From an optimization exercise on the open Yosys and OpenROAD flow, aimed at small area; shortcuts taken in it are not production practice. No activity file was given, so power comes from the tool's default toggle rates.

==> run F: inputs <==
==> flow/design.v <==
module led_channel (
    input  wire        clk,
    input  wire        rst,
    input  wire [15:0] period_ticks,
    input  wire [15:0] one_duty,
    input  wire [15:0] zero_duty,
    input  wire [15:0] reset_periods,
    input  wire        refill,        
    input  wire [23:0] fill,          
    input  wire        start,         
    output wire        idle,
    output wire        led_out,
    output wire [23:0] color
);
    localparam PH_IDLE   = 2'd0;
    localparam PH_LEAD   = 2'd1;
    localparam PH_STREAM = 2'd2;
    localparam PH_TRAIL  = 2'd3;
    reg [1:0]  ph;
    reg [23:0] pix;         
    reg [23:0] nxt;         
    reg [23:0] act;         
    reg        ld;          
    reg        ev;          
    reg        slot_on;
    reg        hi;
    reg        cb;          
    reg [15:0] tick;
    reg [15:0] cnt;         
    assign idle    = (ph == PH_IDLE);
    assign color   = pix;
    assign led_out = hi;
    wire [15:0] tick_inc = tick + 16'd1;
    wire        slot_end = !slot_on || (tick_inc == period_ticks);
    wire        fetch    = slot_end && (ph != PH_IDLE);
    wire        stream   = (ph == PH_STREAM);
    wire        a_last   = (cnt[4:0] == 5'd0);
    wire [15:0] cnt_dec  = cnt - 16'd1;
    wire        c_one    = (cnt == 16'd1);
    wire [15:0] duty     = cb ? one_duty : zero_duty;
    always @(posedge clk)
        if (refill)
            pix <= fill;
    always @(posedge clk) begin
        if (ld || (fetch && stream && a_last))
            act <= nxt;
        if (ev)
            nxt <= pix;
        if (fetch)
            cb <= act[cnt[4:0]];
    end
    always @(posedge clk)
        tick <= slot_end ? 16'd0 : tick_inc;
    always @(posedge clk) begin
        if (start || (ev && stream && cnt[15]))
            cnt <= reset_periods;
        else if (ev && ph == PH_LEAD)
            cnt <= {11'd15, 5'd23};
        else if (fetch)
            cnt <= {cnt_dec[15:4], cnt_dec[3] & !(stream && a_last), cnt_dec[2:0]};
    end
    always @(posedge clk) begin
        if (rst) begin
            ph      <= PH_IDLE;
            ld      <= 1'b0;
            ev      <= 1'b0;
            slot_on <= 1'b0;
            hi      <= 1'b0;
        end else begin
            slot_on <= !slot_end || (ph != PH_IDLE);
            hi      <= fetch ? stream : (hi && (tick_inc != duty));
            ev      <= fetch && (stream ? a_last : c_one);
            ld      <= ev && (ph == PH_LEAD);
            if (start)
                ph <= PH_LEAD;
            else if (ev) begin
                case (ph)
                    PH_LEAD:   ph <= PH_STREAM;
                    PH_STREAM: if (cnt[15]) ph <= PH_TRAIL;
                    default:   ph <= PH_IDLE;
                endcase
            end
        end
    end
endmodule
module led_can_node #(
    parameter NUM_LEDS = 16
) (
    input  wire        clk,
    input  wire        rst,
    input  wire        init,
    input  wire [15:0] cfg_period_ticks,
    input  wire [15:0] cfg_one_duty,
    input  wire [15:0] cfg_zero_duty,
    input  wire [15:0] cfg_reset_periods,
    input  wire [7:0]  cfg_node_id,
    input  wire [31:0] now,
    input  wire        periodic,
    input  wire        rx_valid,
    output wire        rx_ready,
    input  wire        rx_ide,
    input  wire        rx_rtr,
    input  wire [28:0] rx_id,
    input  wire [3:0]  rx_dlc,
    input  wire [63:0] rx_data,
    output wire        tx_valid,
    input  wire        tx_ready,
    output wire [28:0] tx_id,
    output wire [15:0] tx_data,
    input  wire [3:0]  gpio_in,
    output reg  [3:0]  gpio_out,
    output wire [1:0]  led_out,
    output wire        fatal
);
    localparam MODE_DISABLED = 2'd0;
    localparam MODE_SOLID    = 2'd1;
    localparam MODE_RAINBOW  = 2'd2;
    localparam S_IDLE   = 4'd0;
    localparam S_FNONE  = 4'd1;
    localparam S_FREAD  = 4'd2;
    localparam S_FPINS  = 4'd3;
    localparam S_FPIN   = 4'd4;
    localparam S_FRGB0  = 4'd5;
    localparam S_FRGB1  = 4'd6;
    localparam S_PER0   = 4'd7;
    localparam S_PER1   = 4'd8;
    localparam S_W0I    = 4'd9;     
    localparam S_W0P    = 4'd10;    
    localparam S_W1     = 4'd11;    
    localparam S_SEND   = 4'd12;
    reg        inited;
    reg        halted;
    reg [15:0] period_ticks, one_duty, zero_duty, reset_periods;
    reg [7:0]  node_id;
    wire cfg_ok = (cfg_zero_duty != 16'd0) && (cfg_zero_duty < cfg_one_duty) &&
                  (cfg_one_duty < cfg_period_ticks) && (cfg_reset_periods != 16'd0);
    always @(posedge clk) begin
        if (rst) begin
            inited <= 1'b0;
            halted <= 1'b0;
        end else if (init && !inited && !halted) begin
            if (cfg_ok)
                inited <= 1'b1;
            else
                halted <= 1'b1;
        end
    end
    always @(posedge clk) begin
        if (!inited) begin
            period_ticks  <= cfg_period_ticks;
            one_duty      <= cfg_one_duty;
            zero_duty     <= cfg_zero_duty;
            reset_periods <= cfg_reset_periods;
            node_id       <= cfg_node_id;
        end
    end
    assign fatal = halted;
    reg [3:0]  st;
    reg        per_pend;
    reg [31:0] fd;              
    reg [3:0]  gin;             
    reg [1:0]  mode0, mode1;
    reg        z0, z1;          
    wire [23:0] color0, color1;
    reg [31:0] last0, last1;
    reg        lz0, lz1;        
    wire [1:0] ch_idle;
    assign rx_ready = inited && (st == S_IDLE) && !per_pend;
    assign tx_valid = (st == S_SEND);
    assign tx_id    = {21'd0, fd[7:0]};
    assign tx_data  = {4'd0, gpio_out, 4'd0, gin};
    wire [7:0] r_cmd    = rx_id[15:8];
    wire       r_accept = rx_ide && !rx_rtr && (rx_id[7:0] == node_id);
    reg  [3:0] r_state;
    always @(*) begin
        r_state = S_FNONE;
        if (r_accept) begin
            case (r_cmd)
                8'd0: if (rx_dlc == 4'd1) r_state = S_FREAD;
                8'd1: if (rx_dlc == 4'd1) r_state = S_FPINS;
                8'd2: if (rx_dlc == 4'd2 && rx_data[7:0] >= 8'd1 && rx_data[7:0] <= 8'd4 &&
                          rx_data[15:8] <= 8'd1)
                          r_state = S_FPIN;
                8'd5: if (rx_dlc == 4'd4 && rx_data[7:0] <= 8'd2) r_state = S_FRGB0;
                8'd6: if (rx_dlc == 4'd4 && rx_data[7:0] <= 8'd2) r_state = S_FRGB1;
                default: ;
            endcase
        end
    end
    wire        p_ch       = (st == S_PER1);
    wire [1:0]  p_mode     = p_ch ? mode1 : mode0;
    wire [31:0] p_last     = ({32{p_ch && !lz1}} & last1) | ({32{!p_ch && !lz0}} & last0);
    wire [32:0] p_bw;
    wire [31:0] p_elapsed;
    assign p_bw[0] = 1'b0;
    genvar bi;
    generate
        for (bi = 0; bi < 32; bi = bi + 1) begin : g_sub
            assign p_elapsed[bi] = now[bi] ^ p_last[bi] ^ p_bw[bi];
            assign p_bw[bi+1]    = (!now[bi] && p_last[bi]) || (!(now[bi] ^ p_last[bi]) && p_bw[bi]);
        end
    endgenerate
    wire        p_rainbow  = (p_mode == MODE_RAINBOW);
    wire        p_gt100    = (|p_elapsed[31:7]) ||
                             (p_elapsed[6] && p_elapsed[5] && (p_elapsed[4] || p_elapsed[3] ||
                              (p_elapsed[2] && (p_elapsed[1] || p_elapsed[0]))));
    wire        p_gt1000   = (|p_elapsed[31:10]) ||
                             ((&p_elapsed[9:5]) && (p_elapsed[4] ||
                              (p_elapsed[3] && (p_elapsed[2] || p_elapsed[1] || p_elapsed[0]))));
    wire        p_refresh  = p_rainbow ? p_gt100 : p_gt1000;
    wire        r0z0 = (color0[15:8] == 8'd0), g0z0 = (color0[23:16] == 8'd0), b0z0 = (color0[7:0] == 8'd0);
    wire        r0z1 = (color1[15:8] == 8'd0), g0z1 = (color1[23:16] == 8'd0), b0z1 = (color1[7:0] == 8'd0);
    wire        p_rz  = p_ch ? r0z1 : r0z0;
    wire        p_gz  = p_ch ? g0z1 : g0z0;
    wire        p_bz  = p_ch ? b0z1 : b0z0;
    wire        p_z   = p_ch ? z1 : z0;
    wire        p_red = p_gz && p_bz;                
    wire        p_hold = p_red && !p_z;
    wire        p_c1  = p_bz && !p_rz;               
    wire        p_c2  = p_rz && !p_gz;               
    wire        p_c3  = !p_c1 && !p_c2;              
    wire [7:0]  p_x   = p_ch ? (p_c1 ? color1[15:8] : p_c2 ? color1[23:16] : color1[7:0])
                             : (p_c1 ? color0[15:8] : p_c2 ? color0[23:16] : color0[7:0]);
    wire [7:0]  p_y   = p_x - 8'd3;
    wire        f_rgb   = (st == S_FRGB0) || (st == S_FRGB1);
    wire [1:0]  f_mode  = fd[1:0];
    wire        set_rgb = f_rgb && f_mode == 2'd1;
    wire        set_red = (f_rgb && f_mode == 2'd2) || (!f_rgb && p_rainbow && p_hold);
    wire        stp     = !f_rgb && p_rainbow && !p_hold;
    wire [23:0] fill;
    assign fill[15:8]  = ({8{set_rgb}} & fd[15:8]) | {8{set_red}} |
                         ({8{stp && p_c1}} & p_y) | ({8{stp && p_c3}} & ~p_y);
    assign fill[23:16] = ({8{set_rgb}} & fd[23:16]) |
                         ({8{stp && p_c2}} & p_y) | ({8{stp && p_c1}} & ~p_y);
    assign fill[7:0]   = ({8{set_rgb}} & fd[31:24]) |
                         ({8{stp && p_c3}} & p_y) | ({8{stp && p_c2}} & ~p_y);
    wire refill0 = (st == S_FRGB0) || (st == S_PER0 && p_refresh && p_mode != MODE_SOLID);
    wire refill1 = (st == S_FRGB1) || (st == S_PER1 && p_refresh && p_mode != MODE_SOLID);
    wire start0 = (st == S_W0I || st == S_W0P) && ch_idle[0];
    wire start1 = (st == S_W1) && ch_idle[1];
    always @(posedge clk) begin
        fd[31:8] <= rx_data[31:8];
        if (st == S_IDLE)
            fd[7:0] <= rx_data[7:0];
        if (st != S_SEND)
            gin <= gpio_in;
    end
    always @(posedge clk) begin
        if (rst) begin
            st       <= S_IDLE;
            per_pend <= 1'b0;
            gpio_out <= 4'd0;
            mode0    <= MODE_DISABLED;
            mode1    <= MODE_DISABLED;
            lz0      <= 1'b1;
            lz1      <= 1'b1;
        end else begin
            case (st)
                S_IDLE: begin
                    if (per_pend) begin
                        per_pend <= 1'b0;
                        st       <= S_PER0;
                    end else if (rx_valid && rx_ready) begin
                        st <= r_state;
                    end
                end
                S_FNONE: st <= S_IDLE;
                S_FREAD: st <= S_SEND;
                S_FPINS: begin
                    gpio_out <= fd[3:0];
                    st       <= S_IDLE;
                end
                S_FPIN: begin
                    gpio_out[fd[1:0] - 2'd1] <= fd[8];
                    st <= S_IDLE;
                end
                S_FRGB0: begin
                    mode0 <= f_mode;
                    st    <= S_W0I;
                end
                S_FRGB1: begin
                    mode1 <= f_mode;
                    st    <= S_W1;
                end
                S_PER0: begin
                    if (p_refresh) begin
                        lz0   <= 1'b0;
                        st    <= S_W0P;
                    end else begin
                        st <= S_PER1;
                    end
                end
                S_PER1: begin
                    if (p_refresh) begin
                        lz1   <= 1'b0;
                        st    <= S_W1;
                    end else begin
                        st <= S_IDLE;
                    end
                end
                S_W0I: if (ch_idle[0]) st <= S_IDLE;
                S_W0P: if (ch_idle[0]) st <= S_PER1;
                S_W1:  if (ch_idle[1]) st <= S_IDLE;
                S_SEND: if (tx_ready) st <= S_IDLE;
                default: st <= S_IDLE;
            endcase
            if (periodic && inited)
                per_pend <= 1'b1;
        end
    end
    always @(posedge clk) begin
        if (st == S_PER0 && p_refresh)
            last0 <= now;
        if (st == S_PER1 && p_refresh)
            last1 <= now;
    end
    always @(posedge clk) begin
        if (st == S_FRGB0)
            z0 <= 1'b1;
        else if (st == S_PER0 && p_refresh && p_rainbow)
            z0 <= p_red && !p_z;
        if (st == S_FRGB1)
            z1 <= 1'b1;
        else if (st == S_PER1 && p_refresh && p_rainbow)
            z1 <= p_red && !p_z;
    end
    led_channel u_ch0 (
        .clk           (clk),
        .rst           (rst),
        .period_ticks  (period_ticks),
        .one_duty      (one_duty),
        .zero_duty     (zero_duty),
        .reset_periods (reset_periods),
        .refill        (refill0),
        .fill          (fill),
        .start         (start0),
        .idle          (ch_idle[0]),
        .led_out       (led_out[0]),
        .color         (color0)
    );
    led_channel u_ch1 (
        .clk           (clk),
        .rst           (rst),
        .period_ticks  (period_ticks),
        .one_duty      (one_duty),
        .zero_duty     (zero_duty),
        .reset_periods (reset_periods),
        .refill        (refill1),
        .fill          (fill),
        .start         (start1),
        .idle          (ch_idle[1]),
        .led_out       (led_out[1]),
        .color         (color1)
    );
endmodule
==> flow/flow/run.sh <==
#!/bin/bash
# The standard layout, with the smallest buffer cell on the ports.
set -euo pipefail
export BUFFER_PORTS_ARGS="-buffer_cell sky130_fd_sc_hd__buf_1"
bash standard.sh > standard.log 2>&1
==> flow/standard.sh <==
#!/bin/bash
# synth_recipe.tcl (not shown) runs the flow's synth.tcl, then flattens the netlist and writes it again
# the make line also repeats each setting of config.mk as NAME=value (left out here)
make -C /OpenROAD-flow-scripts/flow DESIGN_CONFIG=/design/flow/config.mk WORK_HOME=/design/flow/orfs CLKGATE_MAP_FILE= SYNTH_SCRIPT=/design/flow/synth_recipe.tcl "${@:-finish}"
==> flow/config.mk <==
export PLATFORM = sky130hd
export DESIGN_NAME = led_can_node
export DESIGN_NICKNAME = led_can_node
export VERILOG_FILES = /design/flow/design.v
export SDC_FILE = /design/flow/constraint.sdc
export NUM_CORES = 4
export LEC_CHECK = 0
export CAP_MARGIN = 20
export CORE_MARGIN = 2
export CORE_UTILIZATION = 40
export CTS_BUF_LIST = sky130_fd_sc_hd__clkbuf_16
export CTS_CLUSTER_DIAMETER = 150
export CTS_CLUSTER_SIZE = 24
export SLEW_MARGIN = 20
==> flow/constraint.sdc <==
create_clock -name core_clock -period 10.0 [get_ports {clk}]
set_input_delay 2.0000 -clock core_clock [delete_from_list [all_inputs] [get_ports {clk}]]
set_output_delay 2.0000 -clock core_clock [all_outputs]
set_load 0.01 [all_outputs]
==> run P (differences from run F) <==
==> flow/design.v, changed modules only <==
module led_channel (
    input  wire        clk,
    input  wire        rst,
    input  wire [15:0] period_ticks,
    input  wire [15:0] one_duty,
    input  wire [15:0] zero_duty,
    input  wire [15:0] reset_periods,
    input  wire        refill,        
    input  wire [23:0] fill,          
    input  wire        start,         
    output wire        idle,
    output wire        led_out,
    output wire [23:0] color
);
    localparam PH_IDLE   = 2'd0;
    localparam PH_LEAD   = 2'd1;
    localparam PH_STREAM = 2'd2;
    localparam PH_TRAIL  = 2'd3;
    reg [1:0]  ph;
    reg [23:0] pix;         
    reg [23:0] nxt;         
    reg [24:0] act;         
    reg        ld;          
    reg        ev;          
    reg        slot_on;
    reg        hi;
    reg        cb;          
    reg [15:0] tick;
    reg [15:0] cnt;         
    assign idle    = (ph == PH_IDLE);
    assign color   = pix;
    assign led_out = hi;
    wire [15:0] tick_inc = tick + 16'd1;
    wire        slot_end = !slot_on || (tick_inc == period_ticks);
    wire        fetch    = slot_end && (ph != PH_IDLE);
    wire        stream   = (ph == PH_STREAM);
    wire        a_last   = act[23] && (act[22:0] == 23'd0);
    wire        c_one    = (cnt == 16'd1);
    wire [15:0] duty     = cb ? one_duty : zero_duty;
    always @(posedge clk)
        if (refill)
            pix <= fill;
    always @(posedge clk) begin
        if (ld || (fetch && stream && a_last))
            act <= {nxt, 1'b1};
        else if (fetch && stream)
            act <= {act[23:0], 1'b0};
        if (ev)
            nxt <= pix;
        if (fetch)
            cb <= act[24];
    end
    always @(posedge clk)
        tick <= slot_end ? 16'd0 : tick_inc;
    always @(posedge clk) begin
        if (start || (ev && stream && c_one))
            cnt <= reset_periods;
        else if (ev && ph == PH_LEAD)
            cnt <= 16'd16;
        else if ((ev && stream) || (fetch && !stream))
            cnt <= cnt - 16'd1;
    end
    always @(posedge clk) begin
        if (rst) begin
            ph      <= PH_IDLE;
            ld      <= 1'b0;
            ev      <= 1'b0;
            slot_on <= 1'b0;
            hi      <= 1'b0;
        end else begin
            slot_on <= !slot_end || (ph != PH_IDLE);
            hi      <= fetch ? stream : (hi && (tick_inc != duty));
            ev      <= fetch && (stream ? a_last : c_one);
            ld      <= ev && (ph == PH_LEAD);
            if (start)
                ph <= PH_LEAD;
            else if (ev) begin
                case (ph)
                    PH_LEAD:   ph <= PH_STREAM;
                    PH_STREAM: if (c_one) ph <= PH_TRAIL;
                    default:   ph <= PH_IDLE;
                endcase
            end
        end
    end
endmodule
module led_can_node #(
    parameter NUM_LEDS = 16
) (
    input  wire        clk,
    input  wire        rst,
    input  wire        init,
    input  wire [15:0] cfg_period_ticks,
    input  wire [15:0] cfg_one_duty,
    input  wire [15:0] cfg_zero_duty,
    input  wire [15:0] cfg_reset_periods,
    input  wire [7:0]  cfg_node_id,
    input  wire [31:0] now,
    input  wire        periodic,
    input  wire        rx_valid,
    output wire        rx_ready,
    input  wire        rx_ide,
    input  wire        rx_rtr,
    input  wire [28:0] rx_id,
    input  wire [3:0]  rx_dlc,
    input  wire [63:0] rx_data,
    output wire        tx_valid,
    input  wire        tx_ready,
    output wire [28:0] tx_id,
    output wire [15:0] tx_data,
    input  wire [3:0]  gpio_in,
    output reg  [3:0]  gpio_out,
    output wire [1:0]  led_out,
    output wire        fatal
);
    localparam MODE_DISABLED = 2'd0;
    localparam MODE_SOLID    = 2'd1;
    localparam MODE_RAINBOW  = 2'd2;
    localparam S_IDLE   = 4'd0;
    localparam S_FNONE  = 4'd1;
    localparam S_FREAD  = 4'd2;
    localparam S_FPINS  = 4'd3;
    localparam S_FPIN   = 4'd4;
    localparam S_FRGB0  = 4'd5;
    localparam S_FRGB1  = 4'd6;
    localparam S_PER0   = 4'd7;
    localparam S_PER1   = 4'd8;
    localparam S_W0I    = 4'd9;     
    localparam S_W0P    = 4'd10;    
    localparam S_W1     = 4'd11;    
    localparam S_SEND   = 4'd12;
    reg        inited;
    reg        halted;
    reg [15:0] period_ticks, one_duty, zero_duty, reset_periods;
    reg [7:0]  node_id;
    wire cfg_ok = (cfg_zero_duty != 16'd0) && (cfg_zero_duty < cfg_one_duty) &&
                  (cfg_one_duty < cfg_period_ticks) && (cfg_reset_periods != 16'd0);
    always @(posedge clk) begin
        if (rst) begin
            inited <= 1'b0;
            halted <= 1'b0;
        end else if (init && !inited && !halted) begin
            if (cfg_ok)
                inited <= 1'b1;
            else
                halted <= 1'b1;
        end
    end
    always @(posedge clk) begin
        if (!inited) begin
            period_ticks  <= cfg_period_ticks;
            one_duty      <= cfg_one_duty;
            zero_duty     <= cfg_zero_duty;
            reset_periods <= cfg_reset_periods;
            node_id       <= cfg_node_id;
        end
    end
    assign fatal = halted;
    function [23:0] wheel_step;
        input [23:0] c;
        input        at0;
        reg [7:0] g, r, b;
        begin
            g = c[23:16];
            r = c[15:8];
            b = c[7:0];
            if (r == 8'd255 && g == 8'd0 && b == 8'd0 && !at0)
                wheel_step = c;
            else if (b == 8'd0 && r != 8'd0)
                wheel_step = {g + 8'd3, r - 8'd3, b};
            else if (r == 8'd0 && g != 8'd0)
                wheel_step = {g - 8'd3, r, b + 8'd3};
            else
                wheel_step = {g, r + 8'd3, b - 8'd3};
        end
    endfunction
    reg [3:0]  st;
    reg        per_pend;
    reg [31:0] fd;              
    reg [3:0]  gin;             
    reg [1:0]  mode0, mode1;
    reg        z0, z1;          
    wire [23:0] color0, color1;
    reg [31:0] last0, last1;
    reg        lz0, lz1;        
    wire [1:0] ch_idle;
    assign rx_ready = inited && (st == S_IDLE) && !per_pend;
    assign tx_valid = (st == S_SEND);
    assign tx_id    = {21'd0, fd[7:0]};
    assign tx_data  = {4'd0, gpio_out, 4'd0, gin};
    wire [7:0] r_cmd    = rx_id[15:8];
    wire       r_accept = rx_ide && !rx_rtr && (rx_id[7:0] == node_id);
    reg  [3:0] r_state;
    always @(*) begin
        r_state = S_FNONE;
        if (r_accept) begin
            case (r_cmd)
                8'd0: if (rx_dlc == 4'd1) r_state = S_FREAD;
                8'd1: if (rx_dlc == 4'd1) r_state = S_FPINS;
                8'd2: if (rx_dlc == 4'd2 && rx_data[7:0] >= 8'd1 && rx_data[7:0] <= 8'd4 &&
                          rx_data[15:8] <= 8'd1)
                          r_state = S_FPIN;
                8'd5: if (rx_dlc == 4'd4 && rx_data[7:0] <= 8'd2) r_state = S_FRGB0;
                8'd6: if (rx_dlc == 4'd4 && rx_data[7:0] <= 8'd2) r_state = S_FRGB1;
                default: ;
            endcase
        end
    end
    wire        p_ch       = (st == S_PER1);
    wire [1:0]  p_mode     = p_ch ? mode1 : mode0;
    wire [31:0] p_last     = ({32{p_ch && !lz1}} & last1) | ({32{!p_ch && !lz0}} & last0);
    wire [31:0] p_elapsed  = now - p_last;
    wire        p_rainbow  = (p_mode == MODE_RAINBOW);
    wire        p_refresh  = p_rainbow ? (p_elapsed > 32'd100) : (p_elapsed > 32'd1000);
    wire [23:0] p_color    = p_ch ? color1 : color0;
    wire        p_z        = p_ch ? z1 : z0;
    wire        p_red      = (p_color == {8'd0, 8'd255, 8'd0});
    wire        in_per     = (st == S_PER0) || (st == S_PER1);
    wire        per_go     = in_per && p_refresh;
    wire        f_rgb      = (st == S_FRGB0) || (st == S_FRGB1);
    wire [1:0]  f_mode     = fd[1:0];
    reg  [23:0] fill;
    always @(*) begin
        if (f_rgb) begin
            case (f_mode)
                2'd0:    fill = 24'd0;
                2'd1:    fill = {fd[23:16], fd[15:8], fd[31:24]};
                default: fill = {8'd0, 8'd255, 8'd0};        
            endcase
        end else begin
            fill = p_rainbow ? wheel_step(p_color, p_z) : 24'd0;
        end
    end
    wire refill0 = (st == S_FRGB0) || (st == S_PER0 && p_refresh && p_mode != MODE_SOLID);
    wire refill1 = (st == S_FRGB1) || (st == S_PER1 && p_refresh && p_mode != MODE_SOLID);
    wire start0 = (st == S_W0I || st == S_W0P) && ch_idle[0];
    wire start1 = (st == S_W1) && ch_idle[1];
    always @(posedge clk) begin
        fd[31:8] <= rx_data[31:8];
        if (st == S_IDLE)
            fd[7:0] <= rx_data[7:0];
        if (st != S_SEND)
            gin <= gpio_in;
    end
    always @(posedge clk) begin
        if (rst) begin
            st       <= S_IDLE;
            per_pend <= 1'b0;
            gpio_out <= 4'd0;
            mode0    <= MODE_DISABLED;
            mode1    <= MODE_DISABLED;
            lz0      <= 1'b1;
            lz1      <= 1'b1;
        end else begin
            case (st)
                S_IDLE: begin
                    if (per_pend) begin
                        per_pend <= 1'b0;
                        st       <= S_PER0;
                    end else if (rx_valid && rx_ready) begin
                        st <= r_state;
                    end
                end
                S_FNONE: st <= S_IDLE;
                S_FREAD: st <= S_SEND;
                S_FPINS: begin
                    gpio_out <= fd[3:0];
                    st       <= S_IDLE;
                end
                S_FPIN: begin
                    gpio_out[fd[1:0] - 2'd1] <= fd[8];
                    st <= S_IDLE;
                end
                S_FRGB0: begin
                    mode0 <= f_mode;
                    st    <= S_W0I;
                end
                S_FRGB1: begin
                    mode1 <= f_mode;
                    st    <= S_W1;
                end
                S_PER0: begin
                    if (p_refresh) begin
                        lz0   <= 1'b0;
                        st    <= S_W0P;
                    end else begin
                        st <= S_PER1;
                    end
                end
                S_PER1: begin
                    if (p_refresh) begin
                        lz1   <= 1'b0;
                        st    <= S_W1;
                    end else begin
                        st <= S_IDLE;
                    end
                end
                S_W0I: if (ch_idle[0]) st <= S_IDLE;
                S_W0P: if (ch_idle[0]) st <= S_PER1;
                S_W1:  if (ch_idle[1]) st <= S_IDLE;
                S_SEND: if (tx_ready) st <= S_IDLE;
                default: st <= S_IDLE;
            endcase
            if (periodic && inited)
                per_pend <= 1'b1;
        end
    end
    always @(posedge clk) begin
        if (st == S_PER0 && p_refresh)
            last0 <= now;
        if (st == S_PER1 && p_refresh)
            last1 <= now;
    end
    always @(posedge clk) begin
        if (st == S_FRGB0)
            z0 <= 1'b1;
        else if (st == S_PER0 && p_refresh && p_rainbow)
            z0 <= p_red && !p_z;
        if (st == S_FRGB1)
            z1 <= 1'b1;
        else if (st == S_PER1 && p_refresh && p_rainbow)
            z1 <= p_red && !p_z;
    end
    led_channel u_ch0 (
        .clk           (clk),
        .rst           (rst),
        .period_ticks  (period_ticks),
        .one_duty      (one_duty),
        .zero_duty     (zero_duty),
        .reset_periods (reset_periods),
        .refill        (refill0),
        .fill          (fill),
        .start         (start0),
        .idle          (ch_idle[0]),
        .led_out       (led_out[0]),
        .color         (color0)
    );
    led_channel u_ch1 (
        .clk           (clk),
        .rst           (rst),
        .period_ticks  (period_ticks),
        .one_duty      (one_duty),
        .zero_duty     (zero_duty),
        .reset_periods (reset_periods),
        .refill        (refill1),
        .fill          (fill),
        .start         (start1),
        .idle          (ch_idle[1]),
        .led_out       (led_out[1]),
        .color         (color1)
    );
endmodule
==> flow/run.sh (new file) <==
#!/bin/bash
# synth_recipe.tcl (not shown) runs the flow's synth.tcl, then flattens the netlist and writes it again
# the make line also repeats each setting of config.mk as NAME=value (left out here)
make -C /OpenROAD-flow-scripts/flow DESIGN_CONFIG=/design/flow/config.mk WORK_HOME=/design/flow/orfs CLKGATE_MAP_FILE= SYNTH_SCRIPT=/design/flow/synth_recipe.tcl finish
CTS_BUF_LIST = sky130_fd_sc_hd__clkbuf_8   (was sky130_fd_sc_hd__clkbuf_16)
CTS_CLUSTER_DIAMETER = default   (was 150)
CTS_CLUSTER_SIZE = 30   (was 24)
removed: flow/flow/run.sh
removed: flow/standard.sh
==> qor summary <==
Met3 track demand over resource: run P 0.0386; run F 0.0281
Sum of negative setup slack: run P 0 ps; run F -379310 ps
Outcome: run P complete, no violations; run F complete, but fails checks
Reasons for failing layout checks: run P -; run F setup timing
Power Dens Cells: run P 177 nW/um^2; run F 152 nW/um^2
Largest stage delay on the critical path: run P 680 ps; run F 540 ps
CTS resizes: run P 0; run F 18
Count of standard-cell rows: run P 84; run F 81
Clock power share: run P 0.357; run F 0.281
Final Critical Period: run P 6520 ps; run F 13270 ps
Share of post-route cells with drive strength above 1: run P 0.0696; run F 0.0875
Total routed wirelength: run P 50900 um; run F 46600 um
Start point of the worst min-delay path: run P u_ch0.act[24]; run F u_ch0.nxt[10]
Number of cells on the worst reg-to-reg path: run P 20; run F 44
Actual transition at the worst max-transition pin: run P 1110 ps; run F 1010 ps
Initial antenna violation count: run P 1; run F 3
Post-Synth Adder-Cell Area: run P 0.0548; run F 0.0623
Required time reported for the critical path endpoint: run P 10330 ps; run F 10280 ps
Seq pwr share: run P 0.478; run F 0.600
DPL Wire Length: run P 37400 um; run F 35200 um
Multi-Input Combinational: run P 1299; run F 988
Vert. Die Dim: run P 233 um; run F 226 um
Fraction of area in multi-input gates: run P 0.349; run F 0.346
GR Layer Usage met2: run P 0.322; run F 0.301
Launching element type of the critical path: run P flip-flop; run F input port
No run of this note included a check of the RTL's function; only the layout flow was run.

-- what the ideal ports hide --
No port has a modelled driver above. Below, the same layouts with a new extraction and two added sets of constraints.
Step 1 (the two cells are an assumption about what drives the block):
set clk [get_ports {clk}]
set_driving_cell -lib_cell sky130_fd_sc_hd__clkbuf_16 $clk
set_driving_cell -lib_cell sky130_fd_sc_hd__buf_2 [delete_from_list [all_inputs] $clk]
Step 2 adds t to the input delays and takes it off the output delays; t is the mean of the earliest and latest rising clock arrival at the registers after step 1. Input paths then give back, and output paths get back, about the clock's delay inside the block.
a / b / c = ideal / step 1 / step 2; a / b = the first two.
| run | t (ns) | setup slack, ns | worst setup path after step 2 |
|---|---|---|---|
| run F | 0.613 | -3.268 / -3.276 / -3.889 | input to register |
| run P | 0.677 | 3.484 / 3.484 / 3.484 | register to register |
The setup slack of run F, which loses most, moves by -0.008 ns with the drivers and by -0.621 ns with both steps.
